This design comes from an exercise in tuning for small area, a short achievable clock period and few clock cycles on the open sky130 flow, not from production work. Only simulation tests tie the RTL to the original design; equivalence was not proved. Power figures rest on the tool's default switching activity, not on a simulated workload.

--- flow/run.sh ---
#!/bin/bash
# synth_recipe.tcl (not shown) runs the flow's synth.tcl, then flattens the netlist and writes it again
# the make line also repeats each setting of config.mk as NAME=value (left out here)
make -C /OpenROAD-flow-scripts/flow DESIGN_CONFIG=/design/flow/config.mk WORK_HOME=/design/flow/orfs CLKGATE_MAP_FILE= SYNTH_SCRIPT=/design/flow/synth_recipe.tcl finish
--- flow/constraint.sdc ---
create_clock -name core_clock -period 10.0 [get_ports {clk}]
set_input_delay 2.0000 -clock core_clock [delete_from_list [all_inputs] [get_ports {clk}]]
set_output_delay 2.0000 -clock core_clock [all_outputs]
set_load 0.01 [all_outputs]
--- flow/design.v ---
module onc_pp (
    input  wire        clk,
    input  wire        rst,
    input  wire        bus_en,
    input  wire        bus_we,
    input  wire [11:0] bus_addr,
    input  wire [7:0]  bus_wdata,
    output reg  [7:0]  bus_rdata,
    output wire        irq
);
    localparam [7:0] OP_NOP      = 8'h00;
    localparam [7:0] OP_PKT_PROC = 8'h10;
    function [6:0] dec8;
        input [7:0] s;
        reg [3:0] n, m;
        reg [2:0] h, l;
        reg hv, lv;
        begin
            n = s[7:4]; m = s[3:0];
            h[2] = (n == 4'h5) | (n == 4'h6) | (n == 4'h9) | (n == 4'hA);
            h[1] = (n == 4'h3) | (n == 4'hD) | (n == 4'h9) | (n == 4'hA);
            h[0] = (n == 4'hC) | (n == 4'hD) | (n == 4'h6) | (n == 4'hA);
            hv   = (n == 4'hB) | (n == 4'hC) | (n == 4'h3) | (n == 4'hD) | h[2];
            l[2] = (m == 4'h5) | (m == 4'h6) | (m == 4'h9) | (m == 4'h2);
            l[1] = (m == 4'h3) | (m == 4'hA) | (m == 4'h9) | (m == 4'h2);
            l[0] = (m == 4'hC) | (m == 4'hA) | (m == 4'h6) | (m == 4'h2);
            lv   = (m == 4'h4) | (m == 4'hC) | (m == 4'h3) | (m == 4'hA) | l[2];
            dec8 = {hv & lv, h, l};
        end
    endfunction
    function [7:0] crc_l8;
        input [63:0] x;
        begin
            crc_l8[0] = x[0] ^ x[6] ^ x[7] ^ x[8] ^ x[12] ^ x[14] ^ x[16] ^ x[18] ^ x[19] ^ x[21] ^ x[23] ^ x[28] ^ x[30] ^ x[31] ^ x[34] ^ x[35] ^ x[39] ^ x[40] ^ x[43] ^ x[45] ^ x[48] ^ x[49] ^ x[50] ^ x[52] ^ x[53] ^ x[54] ^ x[56] ^ x[60] ^ x[63];
            crc_l8[1] = x[0] ^ x[1] ^ x[6] ^ x[9] ^ x[12] ^ x[13] ^ x[14] ^ x[15] ^ x[16] ^ x[17] ^ x[18] ^ x[20] ^ x[21] ^ x[22] ^ x[23] ^ x[24] ^ x[28] ^ x[29] ^ x[30] ^ x[32] ^ x[34] ^ x[36] ^ x[39] ^ x[41] ^ x[43] ^ x[44] ^ x[45] ^ x[46] ^ x[48] ^ x[51] ^ x[52] ^ x[55] ^ x[56] ^ x[57] ^ x[60] ^ x[61] ^ x[63];
            crc_l8[2] = x[0] ^ x[1] ^ x[2] ^ x[6] ^ x[8] ^ x[10] ^ x[12] ^ x[13] ^ x[15] ^ x[17] ^ x[22] ^ x[24] ^ x[25] ^ x[28] ^ x[29] ^ x[33] ^ x[34] ^ x[37] ^ x[39] ^ x[42] ^ x[43] ^ x[44] ^ x[46] ^ x[47] ^ x[48] ^ x[50] ^ x[54] ^ x[57] ^ x[58] ^ x[60] ^ x[61] ^ x[62] ^ x[63];
            crc_l8[3] = x[1] ^ x[2] ^ x[3] ^ x[7] ^ x[9] ^ x[11] ^ x[13] ^ x[14] ^ x[16] ^ x[18] ^ x[23] ^ x[25] ^ x[26] ^ x[29] ^ x[30] ^ x[34] ^ x[35] ^ x[38] ^ x[40] ^ x[43] ^ x[44] ^ x[45] ^ x[47] ^ x[48] ^ x[49] ^ x[51] ^ x[55] ^ x[58] ^ x[59] ^ x[61] ^ x[62] ^ x[63];
            crc_l8[4] = x[2] ^ x[3] ^ x[4] ^ x[8] ^ x[10] ^ x[12] ^ x[14] ^ x[15] ^ x[17] ^ x[19] ^ x[24] ^ x[26] ^ x[27] ^ x[30] ^ x[31] ^ x[35] ^ x[36] ^ x[39] ^ x[41] ^ x[44] ^ x[45] ^ x[46] ^ x[48] ^ x[49] ^ x[50] ^ x[52] ^ x[56] ^ x[59] ^ x[60] ^ x[62] ^ x[63];
            crc_l8[5] = x[3] ^ x[4] ^ x[5] ^ x[9] ^ x[11] ^ x[13] ^ x[15] ^ x[16] ^ x[18] ^ x[20] ^ x[25] ^ x[27] ^ x[28] ^ x[31] ^ x[32] ^ x[36] ^ x[37] ^ x[40] ^ x[42] ^ x[45] ^ x[46] ^ x[47] ^ x[49] ^ x[50] ^ x[51] ^ x[53] ^ x[57] ^ x[60] ^ x[61] ^ x[63];
            crc_l8[6] = x[4] ^ x[5] ^ x[6] ^ x[10] ^ x[12] ^ x[14] ^ x[16] ^ x[17] ^ x[19] ^ x[21] ^ x[26] ^ x[28] ^ x[29] ^ x[32] ^ x[33] ^ x[37] ^ x[38] ^ x[41] ^ x[43] ^ x[46] ^ x[47] ^ x[48] ^ x[50] ^ x[51] ^ x[52] ^ x[54] ^ x[58] ^ x[61] ^ x[62];
            crc_l8[7] = x[5] ^ x[6] ^ x[7] ^ x[11] ^ x[13] ^ x[15] ^ x[17] ^ x[18] ^ x[20] ^ x[22] ^ x[27] ^ x[29] ^ x[30] ^ x[33] ^ x[34] ^ x[38] ^ x[39] ^ x[42] ^ x[44] ^ x[47] ^ x[48] ^ x[49] ^ x[51] ^ x[52] ^ x[53] ^ x[55] ^ x[59] ^ x[62] ^ x[63];
        end
    endfunction
    function [7:0] adv2;
        input [7:0] x;
        begin
            adv2[0] = x[0] ^ x[4] ^ x[6];
            adv2[1] = x[1] ^ x[4] ^ x[5] ^ x[6] ^ x[7];
            adv2[2] = x[0] ^ x[2] ^ x[4] ^ x[5] ^ x[7];
            adv2[3] = x[1] ^ x[3] ^ x[5] ^ x[6];
            adv2[4] = x[0] ^ x[2] ^ x[4] ^ x[6] ^ x[7];
            adv2[5] = x[1] ^ x[3] ^ x[5] ^ x[7];
            adv2[6] = x[2] ^ x[4] ^ x[6];
            adv2[7] = x[3] ^ x[5] ^ x[7];
        end
    endfunction
    function [7:0] adv6;
        input [7:0] x;
        begin
            adv6[0] = x[0] ^ x[3] ^ x[5];
            adv6[1] = x[1] ^ x[3] ^ x[4] ^ x[5] ^ x[6];
            adv6[2] = x[2] ^ x[3] ^ x[4] ^ x[6] ^ x[7];
            adv6[3] = x[0] ^ x[3] ^ x[4] ^ x[5] ^ x[7];
            adv6[4] = x[1] ^ x[4] ^ x[5] ^ x[6];
            adv6[5] = x[0] ^ x[2] ^ x[5] ^ x[6] ^ x[7];
            adv6[6] = x[1] ^ x[3] ^ x[6] ^ x[7];
            adv6[7] = x[2] ^ x[4] ^ x[7];
        end
    endfunction
    function [7:0] adv8;
        input [7:0] x;
        begin
            adv8[0] = x[0] ^ x[4] ^ x[7];
            adv8[1] = x[0] ^ x[1] ^ x[4] ^ x[5] ^ x[7];
            adv8[2] = x[1] ^ x[2] ^ x[4] ^ x[5] ^ x[6] ^ x[7];
            adv8[3] = x[2] ^ x[3] ^ x[5] ^ x[6] ^ x[7];
            adv8[4] = x[0] ^ x[3] ^ x[4] ^ x[6] ^ x[7];
            adv8[5] = x[1] ^ x[4] ^ x[5] ^ x[7];
            adv8[6] = x[2] ^ x[5] ^ x[6];
            adv8[7] = x[3] ^ x[6] ^ x[7];
        end
    endfunction
    function [7:0] kpost;
        input [15:0] x;
        begin
            kpost[0] = x[0] ^ x[7] ^ x[8] ^ x[15];
            kpost[1] = x[0] ^ x[1] ^ x[7] ^ x[8] ^ x[9] ^ x[15];
            kpost[2] = x[1] ^ x[2] ^ x[7] ^ x[9] ^ x[10] ^ x[15];
            kpost[3] = x[2] ^ x[3] ^ x[10] ^ x[11];
            kpost[4] = x[3] ^ x[4] ^ x[11] ^ x[12];
            kpost[5] = x[4] ^ x[5] ^ x[12] ^ x[13];
            kpost[6] = x[5] ^ x[6] ^ x[13] ^ x[14];
            kpost[7] = x[6] ^ x[7] ^ x[14] ^ x[15];
        end
    endfunction
    localparam [7:0] CR_S32 = 8'h3D, CR_L32 = 8'h10, CR_L8 = 8'h04;
    reg  [7:0] cmd_r;
    reg        busy, done, err, busy_wr;
    reg  [2:0] err_code;
    reg        irq_en;
    reg  [7:0] pkt_len;
    reg  [2:0] key_count, inv_key_count;
    reg        in_valid_digits;
    assign irq = irq_en & done;
    reg        r_ab;           
    reg        r_dig;          
    reg  [7:0] r_ferr;         
    reg  [7:0] r_pid;          
    reg        r_lok;          
    reg [11:0] r_rptr, r_dst, r_src;
    reg [35:0] r_nid;
    reg  [7:0] r_hrx, r_hcalc;
    reg  [5:0] r_hop;          
    reg  [2:0] r_kt;           
    reg  [7:0] r_prx, r_pcalc;
    reg        r_acc;          
    reg  [7:0] r_pt1, r_pt2, r_pt3;
    wire host_wr = bus_en &  bus_we;
    wire host_rd = bus_en & ~bus_we;
    wire a_lo     = (bus_addr[11:8] == 4'h0);
    wire a_cmd    = (bus_addr == 12'h000);
    wire a_status = (bus_addr == 12'h001);
    wire a_ctrl   = (bus_addr == 12'h003);
    wire a_pktlen = (bus_addr == 12'h004);
    wire a_kcnt   = (bus_addr == 12'h005);
    wire a_ikcnt  = (bus_addr == 12'h006);
    wire a_inflg  = (bus_addr == 12'h007);
    wire a_pkt    = (bus_addr[11:6] == 6'b0001_00);           
    wire a_key    = (bus_addr[11:9] == 3'b010) && (bus_addr[7:6] == 2'b00);  
    wire a_pld    = (bus_addr[11:8] == 4'h2) && (bus_addr[7:0] < 8'd33);
    wire idle_wr = host_wr & ~busy;
    localparam [2:0] S_IDLE = 3'd0, S_H0 = 3'd1, S_H1 = 3'd2, S_D = 3'd3,
                     S_KA = 3'd4, S_KB = 3'd5, S_NK = 3'd6, S_END = 3'd7;
    reg  [2:0] state;
    reg  [2:0] w;              
    reg  [1:0] kidx;           
    reg  [7:0] crc;            
    reg  [7:0] ks;             
    reg  [2:0] end_code;
    wire [511:0] pkt_v;        
    wire [1023:0] key_v;       
    wire [263:0] pld_v;
    genvar gi;
    generate
        for (gi = 0; gi < 64; gi = gi + 1) begin : g_pkt
            reg [7:0] b;
            always @(posedge clk)
                if (idle_wr && a_pkt && bus_addr[5:0] == gi)
                    b <= bus_wdata;
            assign pkt_v[8*gi +: 8] = b;
        end
        for (gi = 0; gi < 128; gi = gi + 1) begin : g_key
            reg [7:0] b;
            always @(posedge clk)
                if (idle_wr && a_key && {bus_addr[8], bus_addr[5:0]} == gi)
                    b <= bus_wdata;
            assign key_v[8*gi +: 8] = b;
        end
    endgenerate
    wire [2:0]  pw_sel = busy ? w : bus_addr[5:3];
    wire [63:0] pw_raw = pkt_v[64*pw_sel +: 64];      
    reg  [63:0] pw;                                   
    integer li;
    always @(*)
        for (li = 0; li < 8; li = li + 1)
            pw[63-8*li -: 8] = pw_raw[8*li +: 8];
    wire        ring = (r_pid[3:1] == 3'b111);         
    wire [2:0]  kw_sel = busy ? {ring, kidx} : {bus_addr[8], bus_addr[5:4]};
    wire [127:0] kw = key_v[128*kw_sel +: 128];        
    wire [426:0] sdv;          
    generate
        for (gi = 0; gi < 61; gi = gi + 1) begin : g_dec
            assign sdv[7*gi +: 7] = dec8(pkt_v[8*gi +: 8]);
        end
    endgenerate
    wire [11:0] h_rptr = {sdv[7*(0) +: 6],  sdv[7*(1) +: 6]};
    wire [11:0] h_hcrc = {sdv[7*(2) +: 6],  sdv[7*(3) +: 6]};
    wire [11:0] h_dst  = {sdv[7*(4) +: 6],  sdv[7*(5) +: 6]};
    wire [35:0] h_nid  = {sdv[7*(6) +: 6],  sdv[7*(7) +: 6], sdv[7*(8) +: 6], sdv[7*(9) +: 6], sdv[7*(10) +: 6], sdv[7*(11) +: 6]};
    wire [11:0] h_src  = {sdv[7*(12) +: 6], sdv[7*(13) +: 6]};
    wire [11:0] h_pid  = {sdv[7*(14) +: 6], sdv[7*(15) +: 6]};
    wire [5:0]  h_ferr = { ~(sdv[7*(14)+6] & sdv[7*(15)+6]) | (h_pid[11:8] != 4'd0),
                           ~(sdv[7*(12)+6] & sdv[7*(13)+6]),
                           ~(sdv[7*(6)+6] & sdv[7*(7)+6] & sdv[7*(8)+6] & sdv[7*(9)+6] & sdv[7*(10)+6] & sdv[7*(11)+6]),
                           ~(sdv[7*(4)+6] & sdv[7*(5)+6]),
                           ~(sdv[7*(2)+6] & sdv[7*(3)+6]) | (h_hcrc[11:8] != 4'd0),
                           ~(sdv[7*(0)+6] & sdv[7*(1)+6]) };
    wire        h_kv    = ~h_ferr[5] & (h_pid[5:4] == 2'b00);
    wire        h_small = (h_pid[3:0] <= 4'd5);
    wire        h_mh    = h_pid[6];
    wire [7:0]  h_explen = h_small ? (8'd28 + {7'd0, h_mh}) : (8'd60 + {7'd0, h_mh});
    wire        h_lok   = (pkt_len == h_explen);
    reg         pv_s, pv_l;
    integer pj;
    always @(*) begin
        pv_s = 1'b1;
        for (pj = 16; pj < 28; pj = pj + 1) pv_s = pv_s & sdv[7*(pj)+6];
        pv_l = pv_s;
        for (pj = 28; pj < 60; pj = pj + 1) pv_l = pv_l & sdv[7*(pj)+6];
    end
    wire        h_pvalid = h_small ? pv_s : pv_l;
    wire [6:0]  h_hopsym = h_small ? sdv[7*(28) +: 7] : sdv[7*(60) +: 7];
    wire [263:0] dflat;        
    generate
        for (gi = 0; gi < 44; gi = gi + 1) begin : g_dflat
            assign dflat[263-6*gi -: 6] = sdv[7*(16+gi) +: 6];
        end
    endgenerate
    wire       e_small  = (r_pid[3:0] <= 4'd5);
    wire       e_stream = (r_pid[3:1] == 3'b101) || (r_pid[3:1] == 3'b110);
    wire [7:0] e_r      = e_stream ? 8'd8 : 8'd32;
    wire [7:0] e_cr     = e_small ? CR_S32 : (e_stream ? CR_L8 : CR_L32);
    wire [2:0] e_ringn  = ring ? inv_key_count : key_count;
    wire       e_lastk  = ({1'b0, kidx} + 3'd1 >= e_ringn);
    reg  [47:0] wd;
    always @(*)
        for (li = 0; li < 8; li = li + 1)
            wd[47-6*li -: 6] = dec8(pw[63-8*li -: 8]);
    wire d_first = (w == 3'd2);
    wire d_last  = e_small ? (w == 3'd3) : (w == 3'd7);
    reg [63:0] cl;
    reg [7:0]  cadv;
    always @(*) begin
        cl   = 64'd0;
        cadv = 8'd0;
        case (state)
            S_H0: cl = {16'd0, pw[63:48], pw[31:0]};           
            S_H1: begin cl = pw; cadv = adv8(crc); end           
            S_KA: cl = {8'd0, kw[8*(1) +: 8], kw[8*(2) +: 8], kw[8*(3) +: 8], kw[8*(4) +: 8], kw[8*(5) +: 8], kw[8*(6) +: 8], kw[8*(7) +: 8]};
            S_KB: begin cl = {kw[8*(8) +: 8], kw[8*(9) +: 8], kw[8*(10) +: 8], kw[8*(11) +: 8], kw[8*(12) +: 8], kw[8*(13) +: 8], kw[8*(14) +: 8], kw[8*(15) +: 8]}; cadv = adv8(ks); end
            default: begin                                       
                if (d_first)     cl = {24'd0, wd[39:0]};         
                else if (d_last) begin cl = {48'd0, wd[47:32]}; cadv = adv2(crc); end
                else             begin cl = {16'd0, wd};        cadv = adv6(crc); end
            end
        endcase
    end
    wire [7:0] crc_next = cadv ^ crc_l8(cl);
    wire [7:0] k_lhs_s = crc_next ^ kw[8*(0) +: 8];
    wire [7:0] k_a     = crc_next;
    wire [7:0] k_lhs_l = kpost({crc_next, kw[8*(0) +: 8]});
    wire [7:0] k_lhs   = (state == S_KB) ? k_lhs_l : k_lhs_s;
    wire [7:0] k_t     = crc ^ e_cr ^ dflat[263-8*(0) -: 8] ^ e_r;        
    wire       k_match = (k_lhs == k_t);
    wire       k_try   = (state == S_KB) || (state == S_KA && e_small);
    wire        use_key = (state != S_NK);
    wire [127:0] kx;
    generate
        for (gi = 0; gi < 16; gi = gi + 1) begin : g_kx
            assign kx[8*gi +: 8] = use_key ? (kw[8*(gi) +: 8] ^ e_r) : 8'd0;
        end
    endgenerate
    wire [263:0] pld_dv;       
    generate
        for (gi = 0; gi < 32; gi = gi + 1) begin : g_pd
            if (gi == 8) begin : g8
                assign pld_dv[8*(gi) +: 8] = dflat[263-8*(gi) -: 8] ^ (e_small ? 8'd0 : kx[8*(gi%16) +: 8]);
            end else begin : gn
                assign pld_dv[8*(gi) +: 8] = dflat[263-8*(gi) -: 8] ^ kx[8*(gi%16) +: 8];
            end
        end
    endgenerate
    assign pld_dv[8*(32) +: 8] = dflat[263-8*(32) -: 8];
    wire pld_we   = k_try || (state == S_NK);
    wire pld_we_l = pld_we && !e_small;
    generate
        for (gi = 0; gi < 33; gi = gi + 1) begin : g_pld
            reg [7:0] b;
            always @(posedge clk)
                if (gi < 9 ? pld_we : pld_we_l)
                    b <= pld_dv[8*(gi) +: 8];
            assign pld_v[8*gi +: 8] = b;
        end
    endgenerate
    reg completing;
    reg fin;
    reg [2:0] fin_code;
    always @(posedge clk) begin
        if (rst) begin
            cmd_r <= 8'h00; busy <= 1'b0; done <= 1'b0; err <= 1'b0; busy_wr <= 1'b0;
            err_code <= 3'd0; irq_en <= 1'b0; pkt_len <= 8'h00;
            key_count <= 3'd0; inv_key_count <= 3'd0; in_valid_digits <= 1'b1;
            r_ab <= 1'b0; r_dig <= 1'b0;
            state <= S_IDLE;
        end else begin
            completing = 1'b0;
            fin = 1'b0;
            fin_code = 3'd0;
            if (idle_wr) begin
                if (a_pktlen) pkt_len <= bus_wdata;
                if (a_kcnt)   key_count <= (bus_wdata > 8'd4) ? 3'd4 : bus_wdata[2:0];
                if (a_ikcnt)  inv_key_count <= (bus_wdata > 8'd4) ? 3'd4 : bus_wdata[2:0];
                if (a_inflg)  in_valid_digits <= bus_wdata[0];
                if (a_cmd) begin
                    cmd_r    <= bus_wdata;
                    done     <= 1'b0;
                    err      <= 1'b0;
                    err_code <= 3'd0;
                    busy     <= 1'b1;
                    if (bus_wdata == OP_PKT_PROC) begin
                        state    <= S_H0;
                    end else begin
                        state    <= S_END;
                        end_code <= (bus_wdata == OP_NOP) ? 3'd0 : 3'd1;
                    end
                end
            end
            if (host_wr && a_ctrl)
                irq_en <= bus_wdata[0];
            if (host_wr && busy && !a_status && !a_ctrl)
                busy_wr <= 1'b1;
            case (state)
                S_IDLE: ;
                S_H0: begin
                    if (pkt_len == 8'd0 || !in_valid_digits || pkt_len < 8'd16) begin
                        r_ab  <= 1'b1;
                        r_dig <= 1'b0;
                        fin = 1'b1;
                        fin_code = (pkt_len != 8'd0 && !in_valid_digits) ? 3'd6 : 3'd7;
                    end else begin
                        r_ab  <= 1'b0;
                        r_dig <= 1'b1;
                        state <= S_H1;
                    end
                end
                S_H1: begin
                    r_ferr[5:0] <= h_ferr;
                    r_ferr[6]   <= h_kv & h_lok & h_mh & ~h_hopsym[6];
                    r_ferr[7]   <= h_kv & h_lok & ~h_pvalid;
                    r_pid   <= h_pid[7:0];
                    r_lok   <= h_lok;
                    r_rptr  <= h_rptr;
                    r_dst   <= h_dst;
                    r_nid   <= h_nid;
                    r_src   <= h_src;
                    r_hrx   <= h_hcrc[7:0];
                    r_hcalc <= crc_next;
                    r_hop   <= h_hopsym[5:0];
                    r_kt    <= 3'd0;
                    r_acc   <= 1'b0;
                    if (h_kv & h_lok & h_pvalid) begin
                        if ((h_pid[3:1] == 3'b111 ? inv_key_count : key_count) == 3'd0)
                            state <= S_NK;
                        else
                            state <= S_D;
                    end else begin
                        fin = 1'b1;
                    end
                end
                S_D: begin
                    if (d_last) begin
                        kidx  <= 2'd0;
                        state <= S_KA;
                    end
                end
                S_KA: begin
                    if (!e_small)
                        state <= S_KB;
                end
                S_KB: begin
                    state <= S_KA;
                end
                S_NK: begin
                    fin = 1'b1;
                end
                S_END: begin
                    fin = 1'b1;
                    fin_code = end_code;
                end
                default: ;
            endcase
            if (k_try) begin
                r_kt    <= {1'b0, kidx} + 3'd1;
                r_prx   <= dflat[263-8*(0) -: 8] ^ kw[8*(0) +: 8] ^ e_r;
                r_pcalc <= crc ^ e_cr ^ k_lhs ^ kw[8*(0) +: 8];
                if (k_match) begin
                    r_acc <= 1'b1;
                    r_pt1 <= pld_dv[8*(1) +: 8];
                    r_pt2 <= pld_dv[8*(2) +: 8];
                    r_pt3 <= pld_dv[8*(3) +: 8];
                    fin = 1'b1;
                end else if (e_lastk) begin
                    state <= S_NK;
                end else begin
                    kidx  <= kidx + 2'd1;
                    state <= S_KA;
                end
            end
            if (fin) begin
                completing = 1'b1;
                err_code <= fin_code;
                err      <= (fin_code != 3'd0);
                busy     <= 1'b0;
                state    <= S_IDLE;
            end
            if (host_wr && a_status) begin
                if (bus_wdata[1]) done <= 1'b0; else if (completing) done <= 1'b1;
                if (bus_wdata[2]) err  <= 1'b0;
                if (bus_wdata[3]) busy_wr <= 1'b0;
            end else if (completing) begin
                done <= 1'b1;
            end
        end
    end
    always @(posedge clk) begin
        if (idle_wr && a_cmd)
            w <= 3'd0;
        else if (state == S_H0 || state == S_H1 || state == S_D)
            w <= w + 3'd1;
        if (state == S_H0 || state == S_D)
            crc <= crc_next;
        else if (state == S_H1)
            crc <= 8'd0;
        if (state == S_KA)
            ks <= k_a;
    end
    wire [7:0] q_ferr  = r_dig ? r_ferr : 8'd0;
    wire       q_pidok = r_dig & ~r_ferr[5];
    wire [7:0] q_pid   = q_pidok ? r_pid : 8'd0;
    wire       q_kv    = q_pidok & (r_pid[5:4] == 2'b00);
    wire [3:0] q_kind  = r_pid[3:0];
    wire       q_fpid  = q_kv & r_lok;
    wire       q_s7    = q_fpid & ~r_ferr[7];            
    wire       q_acc   = q_s7 & r_acc;
    wire       q_tried = q_s7 & (r_kt != 3'd0);
    wire       q_hcok  = r_dig & ~r_ferr[1] & (r_hrx == r_hcalc);
    wire       q_dec   = r_dig & (r_ferr == 8'd0);
    wire       q_k0    = (q_kind == 4'd0);
    wire       q_ack   = (q_kind == 4'd1) || (q_kind == 4'd4) || (q_kind == 4'd7) || (q_kind == 4'd11);
    wire       q_nack  = (q_kind == 4'd2) || (q_kind == 4'd5) || (q_kind == 4'd8) || (q_kind == 4'd12);
    wire       q_resp  = q_acc & (q_ack | q_nack);
    wire       q_parse = q_acc & q_k0 & (r_pt2 > 8'd3);
    wire       q_valid = r_dig & q_dec & q_hcok & q_fpid & q_acc;
    wire [7:0] q_flags = {q_parse, q_valid, q_acc, q_acc, q_fpid, q_hcok, q_dec, r_dig};
    wire       q_hops  = q_fpid & r_pid[6] & ~r_ferr[6];
    wire       q_small = (q_kind <= 4'd5);
    wire       q_inv   = (q_kind[3:1] == 3'b111);
    wire       q_strm  = (q_kind[3:1] == 3'b101) || (q_kind[3:1] == 3'b110);
    reg [3:0] q_fr;
    always @(*) begin
        if (r_ab)                    q_fr = 4'd9;
        else if (!r_dig)             q_fr = 4'd0;
        else if (r_ferr[5:0] != 0)   q_fr = 4'd1;
        else if (!q_hcok)            q_fr = 4'd2;
        else if (!q_kv)              q_fr = 4'd3;
        else if (!r_lok)             q_fr = 4'd4;
        else if (r_ferr[6])          q_fr = 4'd5;
        else if (r_ferr[7])          q_fr = 4'd6;
        else if (!r_acc)             q_fr = 4'd7;
        else if (q_parse)            q_fr = 4'd8;
        else                         q_fr = 4'd0;
    end
    wire [3:0] q_var =
        !q_acc                              ? 4'd0 :
        q_k0                                ? ((r_pt2 <= 8'd3) ? (r_pt2[3:0] + 4'd1) : 4'd0) :
        (q_kind == 4'd3)                    ? 4'd4 :
        (q_ack | q_nack)                    ? 4'd6 :
        (q_kind == 4'd6 || q_kind == 4'd9)  ? 4'd7 :
        (q_kind == 4'd10 || q_kind == 4'd13) ? 4'd8 : 4'd5;
    wire [7:0] pkt_byte = pw_raw[8*bus_addr[2:0] +: 8];
    wire [7:0] key_byte = kw[8*bus_addr[3:0] +: 8];
    wire [7:0] pld_byte = pld_v[8*bus_addr[5:0] +: 8];
    reg [7:0] rd_reg;
    always @(*) begin
        rd_reg = 8'h00;
        case (bus_addr[7:0])
            8'h00: rd_reg = cmd_r;
            8'h01: rd_reg = {4'd0, busy_wr, err, done, busy};
            8'h02: rd_reg = {5'd0, err_code};
            8'h03: rd_reg = {7'd0, irq_en};
            8'h04: rd_reg = pkt_len;
            8'h05: rd_reg = {5'd0, key_count};
            8'h06: rd_reg = {5'd0, inv_key_count};
            8'h07: rd_reg = {7'd0, in_valid_digits};
            8'h20: rd_reg = q_flags;
            8'h21: rd_reg = q_ferr;
            8'h22: rd_reg = {4'd0, q_fr};
            8'h23: rd_reg = q_pid;
            8'h24: rd_reg = q_kv ? {4'd0, q_kind} : 8'hFF;
            8'h25: rd_reg = {6'd0, q_pid[7:6]};
            8'h26: rd_reg = (r_dig & ~r_ferr[0]) ? r_rptr[7:0] : 8'd0;
            8'h27: rd_reg = (r_dig & ~r_ferr[0]) ? {4'd0, r_rptr[11:8]} : 8'd0;
            8'h28: rd_reg = (r_dig & ~r_ferr[2]) ? r_dst[7:0] : 8'd0;
            8'h29: rd_reg = (r_dig & ~r_ferr[2]) ? {4'd0, r_dst[11:8]} : 8'd0;
            8'h2A: rd_reg = (r_dig & ~r_ferr[4]) ? r_src[7:0] : 8'd0;
            8'h2B: rd_reg = (r_dig & ~r_ferr[4]) ? {4'd0, r_src[11:8]} : 8'd0;
            8'h2C: rd_reg = (r_dig & ~r_ferr[3]) ? r_nid[7:0] : 8'd0;
            8'h2D: rd_reg = (r_dig & ~r_ferr[3]) ? r_nid[15:8] : 8'd0;
            8'h2E: rd_reg = (r_dig & ~r_ferr[3]) ? r_nid[23:16] : 8'd0;
            8'h2F: rd_reg = (r_dig & ~r_ferr[3]) ? r_nid[31:24] : 8'd0;
            8'h30: rd_reg = (r_dig & ~r_ferr[3]) ? {4'd0, r_nid[35:32]} : 8'd0;
            8'h31: rd_reg = (r_dig & ~r_ferr[1]) ? r_hrx : 8'd0;
            8'h32: rd_reg = r_dig ? r_hcalc : 8'd0;
            8'h33: rd_reg = q_tried ? r_prx : 8'd0;
            8'h34: rd_reg = q_tried ? r_pcalc : 8'd0;
            8'h35: rd_reg = q_acc ? {6'd0, r_kt[1:0] - 2'd1} : 8'hFF;
            8'h36: rd_reg = {7'd0, q_s7 & q_inv};
            8'h37: rd_reg = {4'd0, q_var};
            8'h38: rd_reg = q_acc ? r_pt1 : 8'd0;
            8'h39: rd_reg = (q_acc & q_k0) ? r_pt2 : 8'd0;
            8'h3A: rd_reg = (q_acc & q_k0 & (r_pt2 == 8'd1)) ? r_pt3 : 8'd0;
            8'h3B: rd_reg = q_resp ? (q_ack ? 8'd1 : 8'd2) : 8'd0;
            8'h3C: rd_reg = q_resp ? r_pt2 : 8'd0;
            8'h3D: rd_reg = q_resp ? r_pt3 : 8'd0;
            8'h3E: rd_reg = q_resp ? 8'd4 : 8'd0;
            8'h3F: rd_reg = q_hops ? {5'd0, r_hop[5:3]} : 8'd0;
            8'h40: rd_reg = q_hops ? {5'd0, r_hop[2:0]} : 8'd0;
            8'h41: rd_reg = q_s7 ? (q_small ? 8'd9 : 8'd33) : 8'd0;
            8'h42: rd_reg = q_s7 ? (q_strm ? 8'd8 : 8'd32) : 8'd0;
            8'h43: rd_reg = q_s7 ? {5'd0, r_kt} : 8'd0;
            default: rd_reg = 8'h00;
        endcase
    end
    reg [7:0] rd_mux;
    always @(*) begin
        rd_mux = 8'h00;
        if (a_lo)        rd_mux = rd_reg;
        else if (a_pkt)  rd_mux = pkt_byte;
        else if (a_pld)  rd_mux = pld_byte;
        else if (a_key)  rd_mux = key_byte;
    end
    always @(posedge clk) begin
        if (rst)
            bus_rdata <= 8'h00;
        else if (host_rd)
            bus_rdata <= rd_mux;
    end
endmodule
--- flow/config.mk ---
export PLATFORM = sky130hd
export DESIGN_NAME = onc_pp
export DESIGN_NICKNAME = onc_pp
export VERILOG_FILES = /design/flow/design.v
export SDC_FILE = /design/flow/constraint.sdc
export NUM_CORES = 4
export LEC_CHECK = 0
export CAP_MARGIN = 20
export CORE_MARGIN = 2
export CORE_UTILIZATION = 40
export PLACE_DENSITY = 0.6
export SLEW_MARGIN = 20
==> summary.txt, run 1 <==
STA
  • RSZ-0062 raised after global routing: false
  • Minimum clock period: 8840 ps
  • Setup ws final: 1160 ps
  • Setup TNS: 0 ps
  • Clk_skew: 105 ps
  • Final Hold Viols: 0
  • Maximum clock rate: 0.113 GHz
  • Slew Limit Fails: 0
  • Period utilization: 88.4%
  • Actual slew at the worst max-slew pin: 1360 ps
  • Slew margin rel.: 9.20%
  • Setup violators final: 0

Critical path
  • Critical Path Slowest Stage Cell: dfxtp_4
  • WP data arrival: 9660 ps
  • Crit path kind: flop to flop
  • Crit path capture type: flop
  • Max incr delay on CP: 960 ps
  • CP Launch Type: flop
  • Critical Path, Cell by Cell: buf_4 -> or2_4 -> buf_4 -> o22ai_1 -> o21ai_0 -> a21oi_1 -> nor4_4 -> xnor3_1 -> o22ai_2 -> xor2_1 -> buf_4 -> xnor3_1 -> xnor3_1 -> xor2_1 -> xnor2_1 -> xnor3_1 -> nor4_1 -> buf_4 -> or4b_4 -> o21ba_4 -> a221oi_2
  • Crit Path Max Fanout: 28
  • WP data required: 10820 ps

Floorplan
  • Die ar.: 288000 um2
  • Ports: 33
  • Die X: 537 um
  • Core Footprint: 282000 um2
  • Row count: 195
  • Die H: 537 um
  • Starting Density: 40.2%

Outcome
  • Status: complete, no violations

Route
  • Initial DRC count: 17200
  • Vias per inst: 6.76
  • WL final: 628000 um
  • TritonRoute pass-1 iters: 10
  • Drt drc: 0
  • Post-route ant nets: 0
  • Routed via count: 98000
  • Routed wire per std cell: 43.3 um

Synth
  • Mapped Nets: 10600
  • Synth area leaders: edfxtp_1 52%, nand2_1 3.9%, xnor2_1 3.5%
  • Mapped Area: 114000 um2
  • EDFF count, synth: 1974
  • Ys flop type: edfxtp_1
  • Mapped Cells: 10500
  • Post-synthesis mux area share: 4.72%
  • Area share of fa/ha/maj cells after synthesis: 1.01%
  • Post-Synth XOR/XNOR Area: 6.76%
  • Largest family of logic cells by synthesized area: compound AO/OA/AOI/OAI gates
  • Sequential cell area fraction in the yosys report: 53.0%
  • Avg Synthesized Cell Area: 10.8 um2
  • Flops & latches, synth: 2020
  • Top-area cell type share of the netlist area: 52.2%
  • Simple-gate area share of the yosys netlist: 14.3%
  • Async SR Flop Fraction: 0%
  • Count of cell types in the netlist: 127
  • Synth Area in Compound Gates: 16.2%
  • Top cell type by total area after synthesis: edfxtp_1
  • Yosys warning count: 1

CTS
  • Post-CTS Setup Bufs: 0
  • Post-CTS Hold Fix Bufs: 0
  • Root Buffer: clkbuf_16
  • Clk sink count: 2020
  • Skew-Pair Late Insertion Delay: 970 ps
  • Clock-pin slew on the worst setup and hold paths: 60 ps
  • Num CTS Buffers: 221
  • CTS max path bufs: 4
  • CTS tree: yes
  • Post-CTS sizing: 0
  • H-Tree Depth: 4

Final layout
  • Area Overhead vs Synth: 12.0%
  • Most frequent cells in the layout: 1974 x edfxtp_1, 1174 x nand2_1, 863 x nor2_1
  • Commonest non-fill, non-tap cell in the layout: edfxtp_1
  • Share of post-route cells with drive strength above 1: 12.4%
  • Layout Cells excl Fill: 14500
  • Nets: 10600

Global routing
  • Total GRT Usage: 42.5%
  • Antenna violations before repair: 69
  • Largest net degree at the start of global routing: 114
  • Vias in the first global route: 88100
  • First-pass GRT wire length: 819000 um
  • Global route overflow: 0

Power and ir drop
  • Leakage: 41.6 nW
  • Power Dens Cells: 206 nW/um2
  • VDD IR max: 0.474 mV
  • Total power: 0.0263 W

Placement
  • IO Port Bufs: 32
  • Place WS: 426 ps
  • DPL Wire Length: 474000 um
  • Routability cong.: 1.12
  • Post-Place Cells: 14000

Flow run
  • Max Cap Violations: 0

Worst hold path
  • Hold WC Path Type: flop to flop
==> final cells by class <==
type                    instances  area (um2)
diodes                         41         103
repair buffers                678        5740
clock inverters               125        1130
well taps                    3743        4680
clock buffers                 278        5860
inverters                      65         244
flip-flops and latches       2020       60200
fillers                     26000      155000
multi-input cells            7541       49200
==> logic make-up (layout without fill, tap and decap cells) <==
logic type                 count (synthesis)  in the layout
and+or+nand+nor                         3472           3472
AOI/OAI and AO/OA                       2814           2814
DFF                                     2020           2020
buffers and inverters                    962           1146
xor gates and xnor gates                 810            810
muxes                                    333            333
adders and majority gates                112            112
other                                      0             41
==> synthesized netlist by cell type, drive strengths merged (23+ instances only) <==
| cell | n |
|---|---|
| nor2b | 468 |
| a31oi | 81 |
| mux2 | 46 |
| buf | 347 |
| nand2 | 1192 |
| clkbuf | 549 |
| a22oi | 414 |
| nor3 | 263 |
| o21ai | 418 |
| nand4 | 54 |
| nor2 | 878 |
| dfxtp | 46 |
| a211oi | 142 |
| mux4 | 154 |
| o21a | 26 |
| nor4 | 40 |
| maj3 | 101 |
| nand2b | 199 |
| xnor3 | 36 |
| mux2i | 133 |
| o211ai | 100 |
| o31ai | 56 |
| a22o | 28 |
| nor3b | 44 |
| xor2 | 318 |
| edfxtp | 1974 |
| a21oi | 643 |
| xnor2 | 453 |
| a221oi | 62 |
| nand3 | 169 |
| a21boi | 62 |
| a2111oi | 23 |
| and2 | 25 |
| and3 | 40 |
| or2 | 33 |
| inv | 63 |
| o22ai | 509 |
==> power breakdown <==
part / leakage [nW] / switching [W] / total [W] / internal (W)
combinational: 20.1 / 0.00470 / 0.00852 / 0.00382
clock: 3.40 / 0.00362 / 0.00815 / 0.00454
sequential: 18.1 / 0.0000476 / 0.00959 / 0.00954
total: 41.6 / 0.00836 / 0.0263 / 0.0179
==> path summary, 6_finish.rpt <==
path | slack (ps) | depth (start not counted) | start | endpoint
worst max-delay path | 1160 | 21 | busy | done
worst min-delay path | 460 | 2 | cmd_r[5] | cmd_r[5]
worst max register to register | 1160 | 21 | busy | done
worst min register to register | 460 | 2 | cmd_r[5] | cmd_r[5]
==> metal layers <==
metal | share of wire, % | track usage, % | vias to the layer above
li1 | - | - | 39500
met2 | 42 | 61.4 | 7526
met3 | 12 | 11.6 | 1577
met4 | 8.4 | 29.2 | 30
met5 | 0.034 | 0 | -
met1 | 38 | 55.3 | 49400
==> state kept, by name, summed over array words and instances (netlist names), 12 cells and up <==
name / count
g_pld.b: 264
r_rptr: 12
r_dst: 12
r_nid: 36
g_key.b: 1024
r_src: 12
g_pkt.b: 512
==> through the flow <==
step                util, %  cell area (um2)  hold WS, ps
floorplan                 -           114000          436
global placement       42.5           120000          443
detailed placement     42.5           120000          449
CTS                    45.0           127000          457
global route           45.0           127000          476
finish                 45.0           127000          457
==> critical path: cells and delay by family, from the launching register on <==
family / cells / cell delay (ps)
flops: 1 / 960
compound gates: 6 / 2090
simple gates: 4 / 2140
buf+inv: 4 / 1090
xor+xnor: 7 / 2340
Testbench counts, summed over its fixed seeds: cycles 44,108.
==> run 2: changes to the inputs <==
--- a/flow/design.v
+++ b/flow/design.v
@@ -114,7 +114,9 @@
     reg  [2:0] r_kt;           
     reg  [7:0] r_prx, r_pcalc;
     reg        r_acc;          
-    reg  [7:0] r_pt1, r_pt2, r_pt3;
+    wire [7:0] r_pt1 = pld_v[8 +: 8];
+    wire [7:0] r_pt2 = pld_v[16 +: 8];
+    wire [7:0] r_pt3 = pld_v[24 +: 8];
     wire host_wr = bus_en &  bus_we;
     wire host_rd = bus_en & ~bus_we;
     wire a_lo     = (bus_addr[11:8] == 4'h0);
@@ -130,12 +132,24 @@
     wire a_pld    = (bus_addr[11:8] == 4'h2) && (bus_addr[7:0] < 8'd33);
     wire idle_wr = host_wr & ~busy;
     localparam [2:0] S_IDLE = 3'd0, S_H0 = 3'd1, S_H1 = 3'd2, S_D = 3'd3,
-                     S_KA = 3'd4, S_KB = 3'd5, S_NK = 3'd6, S_END = 3'd7;
+                     S_KA = 3'd4, S_KB = 3'd5, S_X = 3'd6, S_END = 3'd7;
     reg  [2:0] state;
     reg  [2:0] w;              
     reg  [1:0] kidx;           
     reg  [7:0] crc;            
     reg  [7:0] ks;             
+    reg        cmp_v;          
+    reg  [1:0] kq;             
+    reg  [7:0] lhs_q;          
+    reg  [7:0] k0q;            
+    reg        lastq;          
+    localparam [3:0] T_NONE = 4'd0, T_H0 = 4'd1, T_H1 = 4'd2, T_DF = 4'd3, T_DM = 4'd4,
+                     T_DL = 4'd5, T_KA1 = 4'd6, T_KS = 4'd7, T_KL = 4'd8;
+    reg  [3:0] tmode;
+    reg [63:0] cl_q;
+    reg  [7:0] k0_2;           
+    reg  [1:0] kq2;
+    reg        last2;
     reg  [2:0] end_code;
     wire [511:0] pkt_v;        
     wire [1023:0] key_v;       
@@ -167,108 +181,86 @@
     wire        ring = (r_pid[3:1] == 3'b111);         
     wire [2:0]  kw_sel = busy ? {ring, kidx} : {bus_addr[8], bus_addr[5:4]};
     wire [127:0] kw = key_v[128*kw_sel +: 128];        
-    wire [426:0] sdv;          
+    function symv;
+        input [7:0] s;
+        reg [3:0] n, m;
+        begin
+            n = s[7:4]; m = s[3:0];
+            symv = ((n == 4'hB) | (n == 4'hC) | (n == 4'h3) | (n == 4'hD) |
+                    (n == 4'h5) | (n == 4'h6) | (n == 4'h9) | (n == 4'hA)) &
+                   ((m == 4'h4) | (m == 4'hC) | (m == 4'h3) | (m == 4'hA) |
+                    (m == 4'h5) | (m == 4'h6) | (m == 4'h9) | (m == 4'h2));
+        end
+    endfunction
+    wire [60:16] sv;
     generate
-        for (gi = 0; gi < 61; gi = gi + 1) begin : g_dec
-            assign sdv[7*gi +: 7] = dec8(pkt_v[8*gi +: 8]);
+        for (gi = 16; gi < 61; gi = gi + 1) begin : g_sv
+            assign sv[gi] = symv(pkt_v[8*gi +: 8]);
         end
     endgenerate
-    wire [11:0] h_rptr = {sdv[7*(0) +: 6],  sdv[7*(1) +: 6]};
-    wire [11:0] h_hcrc = {sdv[7*(2) +: 6],  sdv[7*(3) +: 6]};
-    wire [11:0] h_dst  = {sdv[7*(4) +: 6],  sdv[7*(5) +: 6]};
-    wire [35:0] h_nid  = {sdv[7*(6) +: 6],  sdv[7*(7) +: 6], sdv[7*(8) +: 6], sdv[7*(9) +: 6], sdv[7*(10) +: 6], sdv[7*(11) +: 6]};
-    wire [11:0] h_src  = {sdv[7*(12) +: 6], sdv[7*(13) +: 6]};
-    wire [11:0] h_pid  = {sdv[7*(14) +: 6], sdv[7*(15) +: 6]};
-    wire [5:0]  h_ferr = { ~(sdv[7*(14)+6] & sdv[7*(15)+6]) | (h_pid[11:8] != 4'd0),
-                           ~(sdv[7*(12)+6] & sdv[7*(13)+6]),
-                           ~(sdv[7*(6)+6] & sdv[7*(7)+6] & sdv[7*(8)+6] & sdv[7*(9)+6] & sdv[7*(10)+6] & sdv[7*(11)+6]),
-                           ~(sdv[7*(4)+6] & sdv[7*(5)+6]),
-                           ~(sdv[7*(2)+6] & sdv[7*(3)+6]) | (h_hcrc[11:8] != 4'd0),
-                           ~(sdv[7*(0)+6] & sdv[7*(1)+6]) };
-    wire        h_kv    = ~h_ferr[5] & (h_pid[5:4] == 2'b00);
+    wire pv_s = &sv[27:16];
+    wire pv_l = pv_s & (&sv[59:28]);
+    reg  [47:0] wd;
+    reg  [7:0]  wv;            
+    always @(*)
+        for (li = 0; li < 8; li = li + 1)
+            {wv[li], wd[47-6*li -: 6]} = dec8(pw[63-8*li -: 8]);
+    wire [6:0]  h_p14 = dec8(pkt_v[8*14 +: 8]);
+    wire [6:0]  h_p15 = dec8(pkt_v[8*15 +: 8]);
+    wire [11:0] h_pid   = {h_p14[5:0], h_p15[5:0]};
+    wire        h_pidbad = ~(h_p14[6] & h_p15[6]) | (h_pid[11:8] != 4'd0);
+    wire        h_kv    = ~h_pidbad & (h_pid[5:4] == 2'b00);
     wire        h_small = (h_pid[3:0] <= 4'd5);
     wire        h_mh    = h_pid[6];
     wire [7:0]  h_explen = h_small ? (8'd28 + {7'd0, h_mh}) : (8'd60 + {7'd0, h_mh});
     wire        h_lok   = (pkt_len == h_explen);
-    reg         pv_s, pv_l;
-    integer pj;
-    always @(*) begin
-        pv_s = 1'b1;
-        for (pj = 16; pj < 28; pj = pj + 1) pv_s = pv_s & sdv[7*(pj)+6];
-        pv_l = pv_s;
-        for (pj = 28; pj < 60; pj = pj + 1) pv_l = pv_l & sdv[7*(pj)+6];
-    end
     wire        h_pvalid = h_small ? pv_s : pv_l;
-    wire [6:0]  h_hopsym = h_small ? sdv[7*(28) +: 7] : sdv[7*(60) +: 7];
-    wire [263:0] dflat;        
-    generate
-        for (gi = 0; gi < 44; gi = gi + 1) begin : g_dflat
-            assign dflat[263-6*gi -: 6] = sdv[7*(16+gi) +: 6];
-        end
-    endgenerate
+    wire [6:0]  h_hopsym = dec8(h_small ? pkt_v[8*28 +: 8] : pkt_v[8*60 +: 8]);
     wire       e_small  = (r_pid[3:0] <= 4'd5);
     wire       e_stream = (r_pid[3:1] == 3'b101) || (r_pid[3:1] == 3'b110);
     wire [7:0] e_r      = e_stream ? 8'd8 : 8'd32;
     wire [7:0] e_cr     = e_small ? CR_S32 : (e_stream ? CR_L8 : CR_L32);
     wire [2:0] e_ringn  = ring ? inv_key_count : key_count;
     wire       e_lastk  = ({1'b0, kidx} + 3'd1 >= e_ringn);
-    reg  [47:0] wd;
-    always @(*)
-        for (li = 0; li < 8; li = li + 1)
-            wd[47-6*li -: 6] = dec8(pw[63-8*li -: 8]);
     wire d_first = (w == 3'd2);
     wire d_last  = e_small ? (w == 3'd3) : (w == 3'd7);
     reg [63:0] cl;
-    reg [7:0]  cadv;
+    reg [3:0]  cmode;
     always @(*) begin
-        cl   = 64'd0;
-        cadv = 8'd0;
+        cl    = 64'd0;
+        cmode = T_NONE;
         case (state)
-            S_H0: cl = {16'd0, pw[63:48], pw[31:0]};           
-            S_H1: begin cl = pw; cadv = adv8(crc); end           
-            S_KA: cl = {8'd0, kw[8*(1) +: 8], kw[8*(2) +: 8], kw[8*(3) +: 8], kw[8*(4) +: 8], kw[8*(5) +: 8], kw[8*(6) +: 8], kw[8*(7) +: 8]};
-            S_KB: begin cl = {kw[8*(8) +: 8], kw[8*(9) +: 8], kw[8*(10) +: 8], kw[8*(11) +: 8], kw[8*(12) +: 8], kw[8*(13) +: 8], kw[8*(14) +: 8], kw[8*(15) +: 8]}; cadv = adv8(ks); end
-            default: begin                                       
-                if (d_first)     cl = {24'd0, wd[39:0]};         
-                else if (d_last) begin cl = {48'd0, wd[47:32]}; cadv = adv2(crc); end
-                else             begin cl = {16'd0, wd};        cadv = adv6(crc); end
+            S_H0: begin cl = {16'd0, pw[63:48], pw[31:0]}; cmode = T_H0; end    
+            S_H1: begin cl = pw; cmode = T_H1; end                                
+            S_KA: begin
+                cl = {8'd0, kw[8*(1) +: 8], kw[8*(2) +: 8], kw[8*(3) +: 8], kw[8*(4) +: 8], kw[8*(5) +: 8], kw[8*(6) +: 8], kw[8*(7) +: 8]};
+                cmode = e_small ? T_KS : T_KA1;
+            end
+            S_KB: begin cl = {kw[8*(8) +: 8], kw[8*(9) +: 8], kw[8*(10) +: 8], kw[8*(11) +: 8], kw[8*(12) +: 8], kw[8*(13) +: 8], kw[8*(14) +: 8], kw[8*(15) +: 8]}; cmode = T_KL; end
+            S_D: begin                                                            
+                if (d_first)     begin cl = {24'd0, wd[39:0]}; cmode = T_DF; end   
+                else if (d_last) begin cl = {48'd0, wd[47:32]}; cmode = T_DL; end  
+                else             begin cl = {16'd0, wd};        cmode = T_DM; end
             end
+            default: ;
         endcase
     end
-    wire [7:0] crc_next = cadv ^ crc_l8(cl);
-    wire [7:0] k_lhs_s = crc_next ^ kw[8*(0) +: 8];
-    wire [7:0] k_a     = crc_next;
-    wire [7:0] k_lhs_l = kpost({crc_next, kw[8*(0) +: 8]});
-    wire [7:0] k_lhs   = (state == S_KB) ? k_lhs_l : k_lhs_s;
-    wire [7:0] k_t     = crc ^ e_cr ^ dflat[263-8*(0) -: 8] ^ e_r;        
-    wire       k_match = (k_lhs == k_t);
-    wire       k_try   = (state == S_KB) || (state == S_KA && e_small);
-    wire        use_key = (state != S_NK);
-    wire [127:0] kx;
-    generate
-        for (gi = 0; gi < 16; gi = gi + 1) begin : g_kx
-            assign kx[8*gi +: 8] = use_key ? (kw[8*(gi) +: 8] ^ e_r) : 8'd0;
-        end
-    endgenerate
-    wire [263:0] pld_dv;       
-    generate
-        for (gi = 0; gi < 32; gi = gi + 1) begin : g_pd
-            if (gi == 8) begin : g8
-                assign pld_dv[8*(gi) +: 8] = dflat[263-8*(gi) -: 8] ^ (e_small ? 8'd0 : kx[8*(gi%16) +: 8]);
-            end else begin : gn
-                assign pld_dv[8*(gi) +: 8] = dflat[263-8*(gi) -: 8] ^ kx[8*(gi%16) +: 8];
-            end
-        end
-    endgenerate
-    assign pld_dv[8*(32) +: 8] = dflat[263-8*(32) -: 8];
-    wire pld_we   = k_try || (state == S_NK);
-    wire pld_we_l = pld_we && !e_small;
+    wire [7:0] tree = crc_l8(cl_q);
+    wire [7:0] k_lhs_s = tree ^ k0_2;                         
+    wire [7:0] k_lhs_l = kpost({adv8(ks) ^ tree, k0_2});      
+    wire [7:0] k_t     = crc ^ e_cr ^ pld_v[7:0] ^ e_r;        
+    wire       k_match = (lhs_q == k_t);
+    wire       k_issue = (state == S_KB) || (state == S_KA && e_small);
+    wire        e_x = (state == S_X);
     generate
         for (gi = 0; gi < 33; gi = gi + 1) begin : g_pld
             reg [7:0] b;
+            wire in_ct = (gi < 8) || (gi < 32 && !e_small);
+            wire we = (state == S_D && w == 3'd2 + gi / 6 && (gi < 9 || !e_small)) ||
+                      (e_x && in_ct);
             always @(posedge clk)
-                if (gi < 9 ? pld_we : pld_we_l)
-                    b <= pld_dv[8*(gi) +: 8];
+                if (we)
+                    b <= e_x ? (b ^ kw[8*(gi % 16) +: 8] ^ e_r) : wd[47-8*(gi%6) -: 8];
             assign pld_v[8*gi +: 8] = b;
         end
     endgenerate
@@ -281,7 +273,7 @@
             err_code <= 3'd0; irq_en <= 1'b0; pkt_len <= 8'h00;
             key_count <= 3'd0; inv_key_count <= 3'd0; in_valid_digits <= 1'b1;
             r_ab <= 1'b0; r_dig <= 1'b0;
-            state <= S_IDLE;
+            state <= S_IDLE; cmp_v <= 1'b0; tmode <= T_NONE;
         end else begin
             completing = 1'b0;
             fin = 1'b0;
@@ -299,6 +291,7 @@
                     busy     <= 1'b1;
                     if (bus_wdata == OP_PKT_PROC) begin
                         state    <= S_H0;
+                        end_code <= 3'd0;
                     end else begin
                         state    <= S_END;
                         end_code <= (bus_wdata == OP_NOP) ? 3'd0 : 3'd1;
@@ -322,68 +315,92 @@
                         r_dig <= 1'b1;
                         state <= S_H1;
                     end
+                    r_rptr      <= {wd[47-6*(0) -: 6], wd[47-6*(1) -: 6]};
+                    r_hrx       <= {wd[47-6*(2) -: 6], wd[47-6*(3) -: 6]};
+                    r_dst       <= {wd[47-6*(4) -: 6], wd[47-6*(5) -: 6]};
+                    r_nid[35:24] <= {wd[47-6*(6) -: 6], wd[47-6*(7) -: 6]};
+                    r_ferr[0]   <= ~(wv[0] & wv[1]);
+                    r_ferr[1]   <= ~(wv[2] & wv[3]) | (wd[47-6*(2) -: 6] >> 2 != 6'd0);
+                    r_ferr[2]   <= ~(wv[4] & wv[5]);
+                    r_ferr[3]   <= ~(wv[6] & wv[7]);
                 end
                 S_H1: begin
-                    r_ferr[5:0] <= h_ferr;
+                    r_nid[23:0] <= {wd[47-6*(0) -: 6], wd[47-6*(1) -: 6], wd[47-6*(2) -: 6], wd[47-6*(3) -: 6]};
+                    r_src       <= {wd[47-6*(4) -: 6], wd[47-6*(5) -: 6]};
+                    r_pid       <= h_pid[7:0];
+                    r_ferr[3]   <= r_ferr[3] | ~(&wv[3:0]);
+                    r_ferr[4]   <= ~(wv[4] & wv[5]);
+                    r_ferr[5]   <= h_pidbad;
                     r_ferr[6]   <= h_kv & h_lok & h_mh & ~h_hopsym[6];
                     r_ferr[7]   <= h_kv & h_lok & ~h_pvalid;
-                    r_pid   <= h_pid[7:0];
                     r_lok   <= h_lok;
-                    r_rptr  <= h_rptr;
-                    r_dst   <= h_dst;
-                    r_nid   <= h_nid;
-                    r_src   <= h_src;
-                    r_hrx   <= h_hcrc[7:0];
-                    r_hcalc <= crc_next;
                     r_hop   <= h_hopsym[5:0];
                     r_kt    <= 3'd0;
                     r_acc   <= 1'b0;
-                    if (h_kv & h_lok & h_pvalid) begin
-                        if ((h_pid[3:1] == 3'b111 ? inv_key_count : key_count) == 3'd0)
-                            state <= S_NK;
-                        else
-                            state <= S_D;
-                    end else begin
-                        fin = 1'b1;
-                    end
+                    if (h_kv & h_lok & h_pvalid)
+                        state <= S_D;
+                    else
+                        state <= S_END;      
                 end
                 S_D: begin
                     if (d_last) begin
                         kidx  <= 2'd0;
-                        state <= S_KA;
+                        cmp_v <= 1'b0;
+                        if (e_ringn == 3'd0)
+                            state <= S_END;
+                        else
+                            state <= S_KA;
                     end
                 end
                 S_KA: begin
                     if (!e_small)
                         state <= S_KB;
                 end
-                S_KB: begin
-                    state <= S_KA;
-                end
-                S_NK: begin
+                S_KB: ;
+                S_X: begin
                     fin = 1'b1;
                 end
                 S_END: begin
-                    fin = 1'b1;
-                    fin_code = end_code;
+                    if (!cmp_v && tmode != T_KA1 && tmode != T_KS && tmode != T_KL) begin
+                        fin = 1'b1;
+                        fin_code = end_code;
+                    end
+                end
+                default: ;
+            endcase
+            cmp_v <= 1'b0;
+            case (tmode)
+                T_H1: r_hcalc <= adv8(crc) ^ tree;
+                T_KS, T_KL: begin
+                    lhs_q <= (tmode == T_KS) ? k_lhs_s : k_lhs_l;
+                    k0q   <= k0_2;
+                    kq    <= kq2;
+                    lastq <= last2;
+                    cmp_v <= 1'b1;
                 end
                 default: ;
             endcase
-            if (k_try) begin
-                r_kt    <= {1'b0, kidx} + 3'd1;
-                r_prx   <= dflat[263-8*(0) -: 8] ^ kw[8*(0) +: 8] ^ e_r;
-                r_pcalc <= crc ^ e_cr ^ k_lhs ^ kw[8*(0) +: 8];
+            tmode <= cmode;
+            cl_q  <= cl;
+            if (k_issue) begin
+                k0_2  <= kw[8*(0) +: 8];
+                kq2   <= kidx;
+                last2 <= e_lastk;
+                kidx  <= kidx + 2'd1;
+                state <= e_lastk ? S_END : S_KA;
+            end
+            if (cmp_v && state != S_X) begin
+                r_kt    <= {1'b0, kq} + 3'd1;
+                r_prx   <= pld_v[7:0] ^ k0q ^ e_r;
+                r_pcalc <= crc ^ e_cr ^ lhs_q ^ k0q;
                 if (k_match) begin
                     r_acc <= 1'b1;
-                    r_pt1 <= pld_dv[8*(1) +: 8];
-                    r_pt2 <= pld_dv[8*(2) +: 8];
-                    r_pt3 <= pld_dv[8*(3) +: 8];
+                    kidx  <= kq;
+                    cmp_v <= 1'b0;
+                    tmode <= T_NONE;
+                    state <= S_X;
+                end else if (lastq) begin
                     fin = 1'b1;
-                end else if (e_lastk) begin
-                    state <= S_NK;
-                end else begin
-                    kidx  <= kidx + 2'd1;
-                    state <= S_KA;
                 end
             end
             if (fin) begin
@@ -392,6 +409,8 @@
                 err      <= (fin_code != 3'd0);
                 busy     <= 1'b0;
                 state    <= S_IDLE;
+                cmp_v    <= 1'b0;
+                tmode    <= T_NONE;
             end
             if (host_wr && a_status) begin
                 if (bus_wdata[1]) done <= 1'b0; else if (completing) done <= 1'b1;
@@ -407,12 +426,13 @@
             w <= 3'd0;
         else if (state == S_H0 || state == S_H1 || state == S_D)
             w <= w + 3'd1;
-        if (state == S_H0 || state == S_D)
-            crc <= crc_next;
-        else if (state == S_H1)
-            crc <= 8'd0;
-        if (state == S_KA)
-            ks <= k_a;
+        case (tmode)
+            T_H0, T_DF: crc <= tree;
+            T_DM:       crc <= adv6(crc) ^ tree;
+            T_DL:       crc <= adv2(crc) ^ tree;
+            T_KA1:      ks  <= tree;
+            default: ;
+        endcase
     end
     wire [7:0] q_ferr  = r_dig ? r_ferr : 8'd0;
     wire       q_pidok = r_dig & ~r_ferr[5];
--- a/flow/config.mk
+++ b/flow/config.mk
@@ -9,4 +9,5 @@
 export CORE_MARGIN = 2
 export CORE_UTILIZATION = 40
 export PLACE_DENSITY = 0.6
+export SETUP_SLACK_MARGIN = 5
 export SLEW_MARGIN = 20
==> run 2 against run 1 <==
Net effect:
- still clean
- sequential power grew 14%
- register-to-register slack better by 3700 ps
- sequential share of layout area rose by 7.5 points
- non-clock buffer count decreased by 343
- count of clock-buffer cells in the layout decreased by 8
- synthesized cell count fell by 29%
- area after synthesis shrank 12%
- clock skew shrank 34 ps
- die area fell by 12%
- routed wire length shrank 33%
- hold slack worse by 34 ps
- critical endpoint is now bus_rdata[7]
==> summary.txt, run 2 <==
Power and ir drop
  • Int Power: 0.0188 W (+5.1%)
  • Switch Pwr: 0.00907 W (+8.4%)
  • Seq pwr share: 38.9% (+2.4 points)
  • Total power: 0.0279 W (+6.2%)
  • Clock power frac: 30.4% (-0.6 points)
  • Net Sw Frac: 32.5% (+0.67 points)
  • Combinational share of power: 30.6% (-1.8 points)
  • Power Dens Cells: 245 nW/um2 (+19%)
  • VDD IR max: 1.10 mV (+130%)
  • Leakage: 37.0 nW (-11%)

Floorplan
  • Die H: 504 um (-6.0%)
  • Die ar.: 254000 um2 (-12%)
  • Die X: 504 um (-6.0%)
  • Core Footprint: 249000 um2 (-12%)
  • Ports: 33 (unchanged)
  • Row count: 183 (-6.2%)
  • Starting Density: 40.3% (about the same)

CTS
  • Skew-Pair Late Insertion Delay: 920 ps (-50 ps)
  • CTS tree: yes
  • CTS max path bufs: 3 (-1)
  • Clock-pin slew on the worst setup and hold paths: 60 ps (about the same)
  • Num CTS Buffers: 222 (+0.45%)
  • H-Tree Depth: 4 (unchanged)
  • Root Buffer: clkbuf_16
  • Clk sink count: 2095 (+3.7%)

Global routing
  • Most used routing layer: met2
  • First-pass GRT wire length: 570000 um (-30%)
  • Met2 GRT Util: 46.5% (-15 points)
  • Largest net degree at the start of global routing: 214 (+88%)
  • Global route overflow: 0 (unchanged)
  • Antenna violations before repair: 37 (-46%)
  • Total GRT Usage: 32.0% (-11 points)
  • Met3 GRT Util: 9.50% (-2.1 points)
  • Vias in the first global route: 67800 (-23%)
  • Met1 Usage GRT: 43.1% (-12 points)

Critical path
  • Crit-path leading delay family: simple AND/OR/NAND/NOR gates
  • WP buf/inv: 3 (-1)
  • CP startpoint: bus_addr[4]
  • WP data required: 10720 ps (-100 ps)
  • Critical Path Stages: 12 (-43%)
  • Reg2Reg Setup Slack: 4840 ps (+3680 ps)
  • CP Launch Type: primary input
  • Worst r2r dst: cl_q[11]
  • End of the critical path: bus_rdata[7]
  • Max incr delay on CP: 630 ps (-330 ps)
  • Crit path kind: primary input to flop
  • RR Startpoint: busy
  • Crit Path Max Fanout: 104 (+270%)
  • Critical Path, Cell by Cell: buf_2 -> mux2i_4 -> buf_12 -> nor3_4 -> buf_4 -> nand3_1 -> o21ai_0 -> a21oi_1 -> mux4_2 -> and2_0 -> o311ai_2 -> a21oi_1
  • Critical Path Slowest Stage Cell: nor3_4
  • R2r worst-path depth: 11 (-48%)
  • Crit path capture type: flop
  • Cell mode on critical path: a21oi_1
  • WP data arrival: 6050 ps (-3610 ps)

Final layout
  • Share of post-route cells with drive strength above 1: 15.3% (+2.9 points)
  • Nets: 7616 (-28%)
  • Area Overhead vs Synth: 13.6%
  • Max reg flops: 1024 (unchanged)
  • Largest Register: g_key.b
  • Commonest non-fill, non-tap cell in the layout: edfxtp_1
  • Most frequent cells in the layout: 2044 x edfxtp_1, 763 x nand2_1, 403 x nor2_1
  • Top flop regs: g_key.b (1024), g_pkt.b (512), g_pld.b (264)

Route
  • Drt drc: 0 (unchanged)
  • Routed via count: 72800 (-26%)
  • Initial DRC count: 12500 (-27%)
  • TritonRoute pass-1 iters: 9 (-1)
  • WL final: 418000 um (-33%)
  • Post-route ant nets: 0 (unchanged)
  • Routed wire per std cell: 37.6 um (-13%)
  • Vias per inst: 6.55 (-3.1%)

Placement
  • DPL Wire Length: 287000 um (-40%)
  • IO Port Bufs: 32 (unchanged)
  • Place WS: 3010 ps (+2580 ps)
  • Routability cong.: 1.02 (-8.6%)

Synth
  • Count of cell types in the netlist: 107 (-16%)
  • Async SR Flop Fraction: 0% (unchanged)
  • Post-synth top cells: 2044 x edfxtp_1, 768 x nand2_1, 434 x nor2_1, 379 x xnor2_1, 312 x o21ai_0
  • EDFF count, synth: 2044 (+3.5%)
  • Mapped Cells: 7471 (-29%)
  • Most common cell in the synthesized netlist: edfxtp_1
  • Flops & latches, synth: 2095 (+3.7%)
  • Synth area leaders: edfxtp_1 61%, mux4_2 5.9%, xnor2_1 3.3%
  • Mapped Area: 100000 um2 (-12%)
  • Avg Synthesized Cell Area: 13.4 um2 (+24%)
  • Sequential cell area fraction in the yosys report: 62.3% (+9.3 points)
  • Ys flop type: edfxtp_1
  • Top-area cell type share of the netlist area: 61.3% (+9.1 points)
  • Yosys warning count: 1 (unchanged)
  • Mapped Nets: 7509 (-29%)
  • Top cell type by total area after synthesis: edfxtp_1

STA
  • Maximum clock rate: 0.188 GHz (+66%)
  • Setup TNS: 0 ps (unchanged)
  • Slew Limit Fails: 0 (unchanged)
  • Setup violators final: 0 (unchanged)
  • Actual slew at the worst max-slew pin: 1380 ps (+14.8 ps)
  • Setup ws final: 4680 ps (+3520 ps)
  • Slew margin rel.: 8.21% (-0.99 points)
  • Period utilization: 53.2% (-35 points)
  • Minimum clock period: 5320 ps (-3520 ps)
  • Clk_skew: 71.0 ps (-33.7 ps)
  • RSZ-0062 raised after global routing: true
  • Final Hold Viols: 0 (unchanged)

Outcome
  • Status: complete, no violations

Worst hold path
  • Min-delay src: last2
  • Hold Path Depth: 0 (-2)
  • Hold WC Path Type: flop to flop

Flow run
  • Max Cap Violations: 0 (unchanged)
## run 2: cell type report
cell class,count,area (um2)
inverter,77,294
multi-input combinational,4847,36500
sequential,2095,62400
clock inverter,149,1670
tap,3330,4170
antenna,12,30.0
fill,22000,135000
timing repair buffer,335,2970
clock buffer,270,5780
## run 2: stage by stage
step / hold slack (ps) / std cells / area, um2 / util, %
CTS: 420 / 11100 / 113000 / 45.6
global route: 428 / 11100 / 114000 / 45.7
floorplan: 400 / 7471 / 100000 / -
finish: 423 / 11100 / 114000 / 45.7
global placement: 403 / 10600 / 105000 / 42.2
detailed placement: 412 / 10600 / 105000 / 42.3
## run 2: timing repair
action,CTS,global route
gates cloned,7,1
pin swaps,9,5
hold buffers,0,0
gates resized for setup,100,44
buffers inserted,19,19
endpoints found under the setup margin,543,417
## run 2: how the worst min path moves through the flow
stage | end
detailed placement | kq[1]
global placement | lastq
finish | lastq
global route | lastq
floorplan | kq[0]
CTS | lastq
## run 2: per-layer routing
metal  vias up  routed length (um)  share of wire [%]
met3      1116               51600                 12
li1      29200                   -                  -
met2      5300              178000                 43
met1     37200              162000                 39
met4        30               26800                6.4
met5         -                 369              0.088
## run 2: power groups by stage
stage	Sequential [W]	Combinational (W)	Clock, W
2_1_floorplan	0.0108	0.00555	0
3_3_place_gp	0.0110	0.00832	0
3_5_place_dp	0.0110	0.00837	0
4_1_cts	0.0108	0.00846	0.00854
5_1_grt	0.0109	0.00893	0.00888
6_report	0.0109	0.00854	0.00849
## run 2: worst register-to-register path: cells and delay by family, from the launching register on
| family | cells | cell delay, ps |
|---|---|---|
| muxes | 4 | 1490 |
| AOI/OAI and AO/OA | 4 | 930 |
| DFF | 1 | 620 |
| buffers and inverters | 3 | 1830 |
## run 2: logic make-up after synthesis
group / after synthesis / share of synthesized area [%]
xor+xnor: 616 / 5.63
fa+ha+maj: 76 / 0.794
mux: 519 / 8.58
compound gates: 1628 / 10.9
flops: 2095 / 62.3
buf+inv: 536 / 2.45
simple gates: 2001 / 9.32
Testbench counts of run 2, summed over its fixed seeds: cycles 44,932.

port drivers added, routing unchanged:
The flow's constraints put no driver on any port. The routed layouts listed below were extracted and timed again, unchanged, in two steps. Step 1, drivers: a clkbuf_16 drives clk and a buf_2 each remaining input, both assumed. Step 2, shift: input delay + t, output delay - t, t = (earliest + latest rising clock arrival at the registers) / 2. This alone moves slack from input paths to output paths. a / b / c = ideal / step 1 / step 2; a / b = the first two.
| run | shift t [ns] | slack for setup (ns) | worst setup path after step 2 | worst register clock-pin slew, ns | pins driven straight from the clock port |
|---|---|---|---|---|---|
| run 1 | 1.036 | 1.162 / 1.162 / 0.173 | input to register | 0.07 / 0.07 | 1 |
| run 2 | 0.986 | 4.679 / 4.757 / 3.771 | input to register | 0.07 / 0.07 | 1 |
After both steps setup and hold are still met in every run listed. The setup slack of run 1, which loses most, moves by 0.000 ns with the drivers and by -0.989 ns with both steps.
